From an optimization exercise on the open Yosys and OpenROAD flow, aimed at small area, a short achievable clock period and few clock cycles; shortcuts taken in it are not production practice. In this exercise RTL edits were held to simulation tests only and were not proved equivalent to the original.

==> flow/design.v <==
module robo_math (
    input  wire        clk,
    input  wire        rst,           
    input  wire        cmd_valid,
    output wire        cmd_ready,
    input  wire [31:0] cmd_header,
    input  wire [31:0] cmd_arg0,
    input  wire [31:0] cmd_arg1,
    output wire        rsp_valid,
    input  wire        rsp_ready,
    output wire [7:0]  rsp_status,
    output wire [31:0] rsp_data0,
    output wire [31:0] rsp_data1
);
    localparam integer DSTEP = 4;             
    localparam integer DCYC  = 28 / DSTEP;    
    localparam [7:0] OP_DIV_CALC  = 8'h02;
    localparam [7:0] OP_TO_MONO   = 8'h30;
    localparam [7:0] OP_TO_FLOAT  = 8'h31;
    localparam [7:0] OP_GET_PEAK  = 8'h32;
    localparam [2:0] S_IDLE = 3'd0;
    localparam [2:0] S_FLT  = 3'd1;    
    localparam [2:0] S_MUL  = 3'd2;    
    localparam [2:0] S_DIV  = 3'd3;    
    localparam [2:0] S_RND  = 3'd4;    
    reg  [2:0]  state;
    reg         rsp_valid_r;
    reg         err_r;           
    reg         earg_r;          
    reg  [31:0] data0_r;
    reg  [31:0] data1_r;
    reg         s0_v;
    reg         s0_mono, s0_flt, s0_div, s0_err, s0_earg;
    reg         sign_r;
    reg  [1:0]  wsel_r;          
    reg  [58:0] rem_r;           
    reg  [55:0] den_r;           
    reg  [58:0] car_r;           
    reg  signed [7:0] exp_r;     
    reg         first_r;         
    reg  [2:0]  cnt_r;
    wire out_free = ~rsp_valid_r | rsp_ready;
    wire idle     = (state == S_IDLE);
    wire s0_simple = ~s0_flt & ~s0_div;
    assign cmd_ready  = (idle & (~s0_v | (s0_simple & out_free))) |
                        ((state == S_FLT) & out_free) |
                        (state == S_RND);
    assign rsp_valid  = rsp_valid_r;
    assign rsp_status = {2'b00, err_r, 3'b000, earg_r, err_r};
    assign rsp_data0  = data0_r;
    assign rsp_data1  = data1_r;
    wire fire = cmd_valid & cmd_ready;
    wire [7:0]  op  = cmd_header[31:24];
    wire [23:0] imm = cmd_header[23:0];
    wire        imm_zero = (imm == 24'd0);
    wire        is_div   = (op == OP_DIV_CALC);
    wire        is_mono  = (op == OP_TO_MONO)  & imm_zero;
    wire        is_peak  = (op == OP_GET_PEAK) & imm_zero;
    wire        is_flt   = (op == OP_TO_FLOAT) & (imm[23:8] == 16'd0);
    wire        w16      = (imm[7:0] == 8'd16);
    wire        w24      = (imm[7:0] == 8'd24);
    wire        w32      = (imm[7:0] == 8'd32);
    wire        w_ok     = w16 | w24 | w32;
    wire        arg0_nz  = (cmd_arg0 != 32'd0);
    wire        div_go   = is_div & ~imm_zero & arg0_nz & (cmd_arg1 != 32'd0);
    wire        flt_go   = is_flt & w_ok & arg0_nz;
    wire [31:0] abs0   = cmd_arg0[31] ? (32'd0 - cmd_arg0) : cmd_arg0;
    wire [31:0] abs1   = cmd_arg1[31] ? (32'd0 - cmd_arg1) : cmd_arg1;
    wire [32:0] lr_sum = {cmd_arg0[31], cmd_arg0} + {cmd_arg1[31], cmd_arg1};
    wire [32:0] cap0   = is_mono ? lr_sum : is_div ? {1'b0, cmd_arg0} : {1'b0, abs0};
    wire [31:0] cap1   = is_peak ? abs1 : cmd_arg1;
    wire [32:0] mono_adj = rem_r[32:0] + {32'd0, rem_r[32] & rem_r[0]};
    wire [31:0] mono     = mono_adj[32:1];
    wire [31:0] nrm_in = (idle & s0_div) ? den_r[31:0] : rem_r[31:0];
    reg  [4:0]  nrm_lz;
    integer i;
    always @(*) begin
        nrm_lz = 5'd0;
        for (i = 0; i < 32; i = i + 1)
            if (nrm_in[i]) nrm_lz = 5'd31 - i[4:0];
    end
    wire [31:0] nrm_out = nrm_in << nrm_lz;
    wire [31:0] fn = rem_r[54:23];
    wire [17:0] f15_s1 = {1'b0, fn[31:15]} + {3'd0, fn[14:0]};
    wire [15:0] f15_t  = {1'b0, f15_s1[14:0]} + {13'd0, f15_s1[17:15]} + 16'd1;
    wire [2:0]  f15_d  = f15_s1[17:15] + {2'd0, f15_t[15]};
    wire [24:0] f23_t  = {16'd0, fn[31:23]} + {2'd0, fn[22:0]} + 25'd1;
    wire        f23_d  = f23_t[24] | f23_t[23];
    wire        f31_d  = &fn[30:1];
    wire [16:0] f_h = (wsel_r == 2'd0) ? fn[31:15] : (wsel_r == 2'd1) ? {8'd0, fn[31:23]} : 17'd1;
    wire [2:0]  f_d = (wsel_r == 2'd0) ? f15_d : (wsel_r == 2'd1) ? {2'd0, f23_d} : {2'd0, f31_d};
    wire [32:0] f_s = {1'b0, fn} + {16'd0, f_h} + {30'd0, f_d};
    wire        f_hi = f_s[32];
    wire [24:0] f_m25 = f_hi ? f_s[32:8] : f_s[31:7];
    wire [24:0] f_rnd = {1'b0, f_m25[24:1]} + {24'd0, f_m25[0]};
    wire [7:0]  f_ebase = (wsel_r == 2'd0) ? 8'd142 : (wsel_r == 2'd1) ? 8'd134 : 8'd126;
    wire [7:0]  f_bexp = f_ebase + exp_r + {7'd0, f_hi} + {7'd0, f_rnd[24]};
    wire [31:0] f_result = {sign_r, f_bexp, f_rnd[22:0]};
    wire [33:0] mul_sum  = {2'b00, den_r[55:24]} +
                           {2'b00, data0_r[0] ? data1_r : 32'd0} +
                           {1'b0, data0_r[1] ? {data1_r, 1'b0} : 33'd0};
    wire [55:0] mul_p    = {mul_sum, den_r[23:2]};
    wire        mul_last = (data0_r[23:2] == 22'd0);
    wire [55:0] mul_pn   = mul_p[55] ? mul_p : mul_p[54] ? {mul_p[54:0], 1'b0} : {mul_p[53:0], 2'b00};
    wire [1:0]  mul_sh   = mul_p[55] ? 2'd0 : mul_p[54] ? 2'd1 : 2'd2;
    wire [58:0] dext = {3'b000, den_r};
    reg  [58:0] ws [0:DSTEP];
    reg  [58:0] wc [0:DSTEP];
    reg  [27:0] qq [0:DSTEP];
    reg  [27:0] qm [0:DSTEP];
    reg  [58:0] ys, yc, ad, mj;
    reg  [3:0]  est;
    reg         qp, qn;           
    integer j;
    always @(*) begin
        ws[0] = rem_r;
        wc[0] = car_r;
        qq[0] = data0_r[27:0];
        qm[0] = data1_r[27:0];
        for (j = 0; j < DSTEP; j = j + 1) begin
            ys  = {ws[j][57:0], 1'b0};
            yc  = {wc[j][57:0], 1'b0};
            est = ys[58:55] + yc[58:55];
            qp  = ~est[3];
            qn  = est[3] & ~(est == 4'b1111);
            ad  = qp ? ~dext : qn ? dext : 59'd0;
            ws[j+1] = ys ^ yc ^ ad;
            mj  = (ys & yc) | (ys & ad) | (yc & ad);
            wc[j+1] = {mj[57:0], qp};
            qq[j+1] = qn ? {qm[j][26:0], 1'b1} : {qq[j][26:0], qp};
            qm[j+1] = qp ? {qq[j][26:0], 1'b0} : {qm[j][26:0], ~qn};
        end
    end
    wire [58:0] w_sum  = rem_r + car_r;
    wire        w_neg  = w_sum[58];
    wire [58:0] z0_x   = rem_r ^ car_r;
    wire [58:0] z0_o   = {(rem_r[57:0] | car_r[57:0]), 1'b0};
    wire        w_zero = (z0_x == z0_o);
    wire [58:0] z1_s   = rem_r ^ car_r ^ dext;
    wire [58:0] z1_c   = {((rem_r[57:0] & car_r[57:0]) | (rem_r[57:0] & dext[57:0]) | (car_r[57:0] & dext[57:0])), 1'b0};
    wire [58:0] z1_x   = z1_s ^ z1_c;
    wire [58:0] z1_o   = {(z1_s[57:0] | z1_c[57:0]), 1'b0};
    wire        w_zero_d = (z1_x == z1_o);
    wire        d_remnz = w_neg ? ~w_zero_d : ~w_zero;
    wire [27:0] d_q     = w_neg ? data1_r[27:0] : data0_r[27:0];
    wire        d_hi    = d_q[27];
    wire [23:0] d_mant  = d_hi ? d_q[27:4] : d_q[26:3];
    wire        d_g     = d_hi ? d_q[3] : d_q[2];
    wire        d_s     = (d_hi ? |d_q[2:0] : |d_q[1:0]) | d_remnz;
    wire        d_up    = d_g & (d_s | d_mant[0]);
    wire [24:0] d_rnd   = {1'b0, d_mant} + {24'd0, d_up};
    wire [7:0]  d_bexp  = exp_r + 8'd125 + {7'd0, d_hi} + {7'd0, d_rnd[24]};
    wire [31:0] d_result = {1'b0, d_bexp, d_rnd[22:0]};
    always @(posedge clk) begin
        if (rst) begin
            state       <= S_IDLE;
            rsp_valid_r <= 1'b0;
            s0_v        <= 1'b0;
        end else begin
            if (rsp_valid_r & rsp_ready)
                rsp_valid_r <= 1'b0;
            case (state)
                S_IDLE: begin
                    if (s0_v) begin
                        if (s0_flt) begin
                            rem_r <= {4'd0, nrm_out, 23'd0};
                            exp_r <= 8'sd1 - $signed({3'd0, nrm_lz});
                            state <= S_FLT;
                            s0_v  <= 1'b0;
                        end else if (s0_div) begin
                            if (out_free) begin
                                data0_r <= {8'd0, den_r[55:32]};
                                data1_r <= nrm_out;
                                exp_r   <= 8'sd1 + $signed({3'd0, nrm_lz});
                                den_r   <= 56'd0;
                                first_r <= 1'b1;
                                state   <= S_MUL;
                                s0_v    <= 1'b0;
                            end
                        end else if (out_free) begin
                            err_r       <= s0_err;
                            earg_r      <= s0_earg;
                            data0_r     <= s0_mono ? mono : rem_r[31:0];
                            data1_r     <= den_r[31:0];
                            rsp_valid_r <= 1'b1;
                            s0_v        <= 1'b0;
                        end
                    end
                end
                S_FLT: begin
                    if (out_free) begin
                        err_r       <= 1'b0;
                        earg_r      <= 1'b0;
                        data0_r     <= f_result;
                        rsp_valid_r <= 1'b1;
                        state       <= S_IDLE;
                    end
                end
                S_MUL: begin
                    den_r   <= mul_p;
                    data0_r <= {2'b00, data0_r[31:2]};
                    first_r <= 1'b0;
                    if (first_r)
                        rem_r <= {4'd0, nrm_out, 23'd0};
                    exp_r <= exp_r - 8'sd2 - (first_r ? $signed({3'd0, nrm_lz}) : 8'sd0)
                                           + (mul_last ? $signed({6'd0, mul_sh}) : 8'sd0);
                    if (mul_last) begin
                        den_r   <= mul_pn;
                        car_r   <= 59'd0;
                        data0_r <= 32'd0;
                        data1_r <= 32'hFFFFFFFF;
                        cnt_r   <= DCYC - 1;
                        state   <= S_DIV;
                    end
                end
                S_DIV: begin
                    rem_r   <= ws[DSTEP];
                    car_r   <= wc[DSTEP];
                    data0_r <= {4'd0, qq[DSTEP]};
                    data1_r <= {4'd0, qm[DSTEP]};
                    cnt_r   <= cnt_r - 3'd1;
                    if (cnt_r == 3'd0)
                        state <= S_RND;
                end
                S_RND: begin
                    err_r       <= 1'b0;
                    earg_r      <= 1'b0;
                    data0_r     <= d_result;
                    rsp_valid_r <= 1'b1;
                    state       <= S_IDLE;
                end
                default: state <= S_IDLE;
            endcase
            if (fire) begin
                s0_v    <= 1'b1;
                s0_mono <= is_mono;
                s0_flt  <= flt_go;
                s0_div  <= div_go;
                s0_err  <= ~(is_div | is_mono | is_peak | (is_flt & w_ok));
                s0_earg <= is_flt & ~w_ok;
                sign_r  <= cmd_arg0[31];
                wsel_r  <= {w32, w24};
                rem_r   <= {26'd0, cap0};
                den_r   <= {imm, cap1};
            end
        end
    end
endmodule
==> flow/run.sh <==
#!/bin/bash
# synth_recipe.tcl (not shown) runs the flow's synth.tcl, then flattens the netlist and writes it again
# the make line also repeats each setting of config.mk as NAME=value (left out here)
make -C /OpenROAD-flow-scripts/flow DESIGN_CONFIG=/design/flow/config.mk WORK_HOME=/design/flow/orfs CLKGATE_MAP_FILE= SYNTH_SCRIPT=/design/flow/synth_recipe.tcl finish
==> flow/config.mk <==
export PLATFORM = sky130hd
export DESIGN_NAME = robo_math
export DESIGN_NICKNAME = robo_math
export VERILOG_FILES = /design/flow/design.v
export SDC_FILE = /design/flow/constraint.sdc
export NUM_CORES = 4
export LEC_CHECK = 0
export CAP_MARGIN = 20
export CORE_MARGIN = 2
export CORE_UTILIZATION = 40
export PLACE_DENSITY = 0.6
export SLEW_MARGIN = 20
==> flow/constraint.sdc <==
create_clock -name core_clock -period 11.0 [get_ports {clk}]
set_input_delay 2.2000 -clock core_clock [delete_from_list [all_inputs] [get_ports {clk}]]
set_output_delay 2.2000 -clock core_clock [all_outputs]
set_load 0.01 [all_outputs]
==> results_dict.tcl, run 1 <==
set metrics [dict create \
    ys.flop_type "edfxtp_1" \
    chipHeight_um 329 \
    clock_skew_ns 0.0467 \
    yosys-top-cells-count "545 x inv_1, 440 x a21oi_1, 418 x nor2_1" \
    whs_ns 0.521 \
    timing.final.ws_setup_ns 0.583 \
    ant_nets 0 \
    cpMostUsedCell "a21oi_1" \
    drive_gt1_share_pct 7.27 \
    tns_ns 0 \
    core_area_mm2 0.105 \
    layout.nets 5926 \
    slew_headroom_pct 15.4 \
    yosysTopAreaCell "edfxtp_1" \
    grt_max_degree 83 \
    clk_path_buf_depth 3 \
    synth.distinct_cells 100 \
    synthAdderAreaFrac_pct 25.3 \
    synth.most_common_cell "inv_1" \
    worst-r2r-cell-count 40 \
    fmax_ghz 0.0960 \
    postSynth.asyncResetShare_pct 0 \
    report.final.slew_viol_count 0 \
    pin_count 174 \
    ys_seq_area_share_pct 18.6 \
    die_area_mm2 0.108 \
    cp-start-kind "flop" \
    cts.sinks 264 \
    place_hpwl_um 152000 \
    setup_viol 0 \
    antenna_found_initial 9 \
    outcome "finished clean" \
    slowest_stage "a21o_1" \
    crit_path_end_kind "flop" \
    synthMuxAreaShare_pct 5.35 \
    h-tree-depth 2 \
    use_met2_pct 52.3 \
    yosys.area_share.simple_pct 16.2 \
    cts_root_buffer "clkbuf_16" \
    rrSetupSlack_ns 0.58 \
    grt_pass1_vias 38800 \
    reg2reg_from "rem_r[55]" \
    track_usage_pct 35.4 \
    multi_input_area_mm2 0.0314 \
    drtIter0Drc 5521 \
    synth_area_per_cell_um2 8.35 \
    rows 119 \
    synth_edf_count 259 \
    synth_area_leaders "edfxtp_1 18%, fa_1 15%, ha_1 10%" \
    area_growth_pct 12.3 \
    worstMarginPinSlew_ns 1.26 \
    cts-hold-fix-buffers 0 \
    synth_seq_cells 264 \
    cp.arrival_ns 10.72 \
    worstPathRequired_ns 11.30 \
    wire_per_inst_um 29.6 \
    yosysWarnings 5 \
    ff_latch_area_mm2 0.00788 \
    slowest_delay_ns 0.67 \
    nFillCells 10600 \
    rr_endpoint "data1_r[10]" \
    viasPerCell 6.22 \
    synth.top_cell.area_share_pct 18.4 \
    wirelength_um 195000 \
    cp_max_fo 12 \
    cts_tree "done" \
    numCtsBuffers 40 \
    critical_path_class "flop to flop" \
    clkTransAtPathRegs_ns 0.06 \
    drc 0 \
    top_usage_layer "met2" \
    rsz0062_at_grt "false" \
    drt_first_pass_iters 6 \
    hold_viol 0 \
    cap_viol_max_count 0 \
    synth_xor_area_share_pct 6.85 \
    hold_class "flop to flop" \
    use_met3_pct 8.48 \
    clock_latency_ns 0.63 \
    synth_cells 5065 \
    synth_area_mm2 0.0423 \
    grt_pass1_wl_um 279000 \
    synth-compound-area-share_pct 19.8 \
    critPathLaunch "rem_r[55]" \
    via_count 41000 \
    met1_usage_pct 46.6 \
    start_util_pct 40.2 \
    pre_cts_slack_ns 0.318 \
    place_congestion 1.05 \
    die_w_um 329 \
    fin_crit_ns 10.42 \
    fin_crit_sh_pct 94.7 \
    critical_path.endpoint "data1_r[10]" \
    synth_top_family_by_area "adder cells" \
    grt-ovfl-total 0 \
    io_buffer_count 168 \
]
-- metrics by stage --
stage / cell area, um^2 / cells / util (%)
2_1_floorplan: 42300 / 5069 / -
3_5_place_dp: 46000 / 6497 / 43.8
3_3_place_gp: 46000 / 6497 / 43.8
4_1_cts: 47300 / 6568 / 45.0
5_1_grt: 47500 / 6581 / 45.2
6_report: 47500 / 6587 / 45.2
-- repair_timing --
| item | CTS | global route |
|---|---|---|
| setup buffers | 0 | 12 |
| gates resized for setup | 0 | 23 |
| setup endpoints to repair | 0 | 64 |
-- kinds of logic after synthesis --
kind of cell	Yosys count
compound gates	1313
xor+xnor	330
fa+ha+maj	666
buf+inv	857
flops	264
mux	219
other cells	1
simple gates	1415
-- how the worst min path moves through the flow --
stage | to | slack, ns | start | depth (start not counted)
detailed placement | s0_v | 0.50 | s0_v | 2
CTS | s0_v | 0.51 | s0_v | 2
finish | s0_v | 0.52 | s0_v | 2
global placement | s0_v | 0.50 | s0_v | 2
floorplan | s0_v | 0.47 | s0_v | 2
global route | s0_v | 0.56 | s0_v | 2
-- placed cells by master (no fill, tap or decap), drive strengths merged, types with 44 or more instances in the layout --
cell type      instances
nor2                 418
edfxtp               259
ha                   348
a21oi                441
xor2                 177
nand2                359
o221ai                44
mux2i                178
buf                  189
o21ai                336
a21o                  77
fa                   318
clkdlybuf4s50        168
clkbuf                50
and2                 145
xnor2                153
nor3                  92
nand4                 53
nor4                  56
inv                  548
nand3                 81
-- area by class of cell --
cell class,instances,area share (%)
Antenna cell,7,0.0369
Clock buffer,50,2.28
Clock inverter,21,0.432
Inverter,549,4.34
Multi-Input combinational cell,3948,66.1
Sequential cell,264,16.6
Tap cell,1391,3.66
Timing Repair Buffer,357,6.61
-- flip-flops by register name, summed over array words and instances, names as in the netlist, 2 cells and up --
signal   cells
rem_r       59
car_r       58
den_r       56
data0_r     32
data1_r     32
exp_r        8
cnt_r        3
state        3
wsel_r       2
-- per-layer routing --
layer / vias to the layer above / part of all wire [%]
met1: 19800 / 39
li1: 18000 / -
met4: 6 / 7.3
met2: 2617 / 42
met5: - / 0.017
met3: 565 / 11
-- critical path: cells and delay by family (launching register included) --
kind	cells	cell delay, ns
buffers and inverters	4	0.58
muxes	1	0.35
adders and majority gates	7	3.00
and+or+nand+nor	9	1.60
xor gates and xnor gates	6	1.27
AOI/OAI and AO/OA	13	2.81
DFF	1	0.50
Testbench counts, summed over its fixed seeds: cycles 17,894.
==> run 2, diff against run 1 <==
--- a/flow/config.mk
+++ b/flow/config.mk
@@ -9,4 +9,5 @@
 export CORE_MARGIN = 2
 export CORE_UTILIZATION = 40
 export PLACE_DENSITY = 0.6
+export SETUP_SLACK_MARGIN = 5
 export SLEW_MARGIN = 20
==> run 2 against run 1 <==
Net effect:
- still clean on timing, DRC and antenna
- critical path depth is 16 higher
- final cell count is 2.8% higher
- core utilization is 4.4 points higher
- clock skew is 0.013 ns lower
- register-to-register slack better by 0.64 ns
- sequential share of layout area is 1.5 points lower
- wire length is 8.4% higher
- die area stayed put
- largest cell class unchanged
==> results_dict.tcl, run 2 <==
set metrics [dict create \
    io_buffer_count 168 \
    postSynth.asyncResetShare_pct 0 \
    slowest_stage "fa_1" \
    grt_max_degree 70 \
    critical_path_class "flop to flop" \
    clock_skew_ns 0.0334 \
    cap_viol_max_count 0 \
    cp.arrival_ns 10.13 \
    cts.sinks 264 \
    slowest_delay_ns 0.49 \
    core_area_mm2 0.105 \
    start_util_pct 40.2 \
    clock_latency_ns 0.63 \
    clk_path_buf_depth 3 \
    drive_gt1_share_pct 18.5 \
    wire_per_inst_um 31.2 \
    antenna_found_initial 18 \
    yosys-top-cells-count "545 x inv_1, 440 x a21oi_1, 418 x nor2_1" \
    tns_ns 0 \
    cts-hold-fix-buffers 0 \
    grt_pass1_vias 40100 \
    die_area_mm2 0.108 \
    clkTransAtPathRegs_ns 0.07 \
    numCtsBuffers 39 \
    cts_root_buffer "clkbuf_16" \
    fin_util_pct 49.6 \
    place_hpwl_um 156000 \
    largest_reg_flops 59 \
    synth_area_per_cell_um2 8.35 \
    grt_pass1_wl_um 296000 \
    hold_viol 0 \
    slew_headroom_pct 14.7 \
    place_congestion 1.08 \
    track_usage_pct 38.0 \
    ant_nets 0 \
    viasPerCell 6.34 \
    setup_viol 0 \
    synth.most_common_cell "inv_1" \
    fin_crit_ns 9.78 \
    synth_edf_count 259 \
    path_delay_family "compound AO/OA/AOI/OAI gates" \
    chipHeight_um 329 \
    cp_max_fo 3 \
    grt-ovfl-total 0 \
    synth_area_mm2 0.0423 \
    wirelength_um 212000 \
    layout_commonest_cell "inv_1" \
    hold_class "flop to flop" \
    ys.flop_type "edfxtp_1" \
    regMostFlops "rem_r" \
    rsz0062_at_grt "true" \
    reg_top3 "rem_r (59), car_r (58), den_r (56)" \
    ys_seq_area_share_pct 18.6 \
    layout.nets 6113 \
    drc 0 \
    fin_crit_sh_pct 88.9 \
    area_growth_pct 23.3 \
    crit_path_end_kind "flop" \
    worstPathRequired_ns 11.35 \
    rows 119 \
    cp-start-kind "flop" \
    fmax_ghz 0.102 \
    via_count 43000 \
    pin_count 174 \
    yosysWarnings 5 \
    synth_area_leaders "edfxtp_1 18%, fa_1 15%, ha_1 10%" \
    synth_cells 5065 \
    drt_first_pass_iters 9 \
    yosysTopAreaCell "edfxtp_1" \
    drtIter0Drc 5625 \
    crit_buf_inv 3 \
    final_cell_mix "527 x inv_1, 405 x a21oi_1, 397 x nor2_1" \
    synth_seq_cells 264 \
    die_w_um 329 \
    synth.top_cell.area_share_pct 18.4 \
    outcome "finished clean" \
    h-tree-depth 2 \
    synth.distinct_cells 100 \
    cts_tree "done" \
    worstMarginPinSlew_ns 1.25 \
    report.final.slew_viol_count 0 \
]
-- run 2: cell counts after synthesis --
Identical to the previous run, type by type.
-- run 2: tightest hold or removal path, delay by kind of cell (launching register included) --
family	cells	cell delay, ns
compound gates	1	0.06
flops	1	0.35
simple gates	1	0.07
-- run 2: what timing repair did --
action	CTS	global route
pin swaps	193	141
buffers inserted	158	63
endpoints found under the setup margin	264	209
hold endpoints to repair	0	0
gates cloned	13	0
resized for setup	446	211
-- run 2: routing by layer --
metal / global-route usage, % / routed length, um / part of all wire, % / up-vias
met5: 0 / 273 / 0.13 / -
li1: - / - / - / 18400
met4: 27.6 / 19200 / 9.1 / 22
met3: 13.4 / 28800 / 14 / 772
met2: 54.3 / 85900 / 41 / 2916
met1: 47.3 / 77300 / 37 / 20800
-- run 2: cells by family after synthesis --
kind of cell	after synthesis	share of synthesized area, %
simple gates	1415	16.2
xor+xnor	330	6.85
compound gates	1313	19.8
other cells	1	0.00886
fa+ha+maj	666	25.3
mux	219	5.35
buf+inv	857	7.81
flops	264	18.6
-- run 2: through the flow --
stage / instance area [um^2] / setup slack [ns] / instances / hold slack (ns)
2_1_floorplan: 43000 / 1.44 / 5069 / 0.469
3_3_place_gp: 46200 / 0.695 / 6463 / 0.507
3_5_place_dp: 46200 / 0.563 / 6463 / 0.512
4_1_cts: 50700 / 1.30 / 6705 / 0.519
5_1_grt: 52100 / 0.568 / 6769 / 0.544
6_report: 52200 / 1.22 / 6774 / 0.527
-- run 2: layout make-up --
| type | instances | area [um^2] |
|---|---|---|
| Tap cell | 1391 | 1740 |
| Timing Repair Buffer | 542 | 5310 |
| Inverter | 549 | 2070 |
| Antenna cell | 6 | 15.0 |
| Multi-Input combinational cell | 3949 | 33800 |
| Clock buffer | 47 | 1070 |
| Timing Repair inverter | 2 | 10.0 |
| Clock inverter | 24 | 290 |
| Fill cell | 10100 | 53000 |
| Sequential cell | 264 | 7880 |
-- run 2: final timing paths --
check	start	end	slack, ns	depth (start not counted)
setup / recovery	rem_r[38]	data0_r[30]	1.22	56
setup reg to reg	rem_r[38]	data0_r[30]	1.22	56
hold reg to reg	s0_v	s0_v	0.53	2
hold / removal	s0_v	s0_v	0.53	2

## port drivers added, routing unchanged
In the flow no input, the clock included, has a driving cell. The finished layouts below were timed again as built, in two steps.
Step 1 sets driving cells, clkbuf_16 on the clock port and buf_2 on the other inputs (assumed; they add their load-dependent delay and slew).
Step 2 adds t to the input delays and takes it off the output delays; t is the mean of the earliest and latest rising clock arrival at the registers after step 1. Input paths then give back, and output paths get back, about the clock's delay inside the block.
a / b / c = ideal / step 1 / step 2; a / b = the first two.
run	t, ns	setup slack, ns	worst hold slack (ns)	worst register clock-pin slew, ns	worst slew at a driven data input, ns
run 1	0.677	0.583 / 0.583 / 0.583	0.521 / 0.521 / 0.521	0.07 / 0.07	0.08
run 2	0.674	1.220 / 1.220 / 1.220	0.527 / 0.527 / 0.527	0.07 / 0.07	0.07
After both steps setup and hold are still met in every run listed.
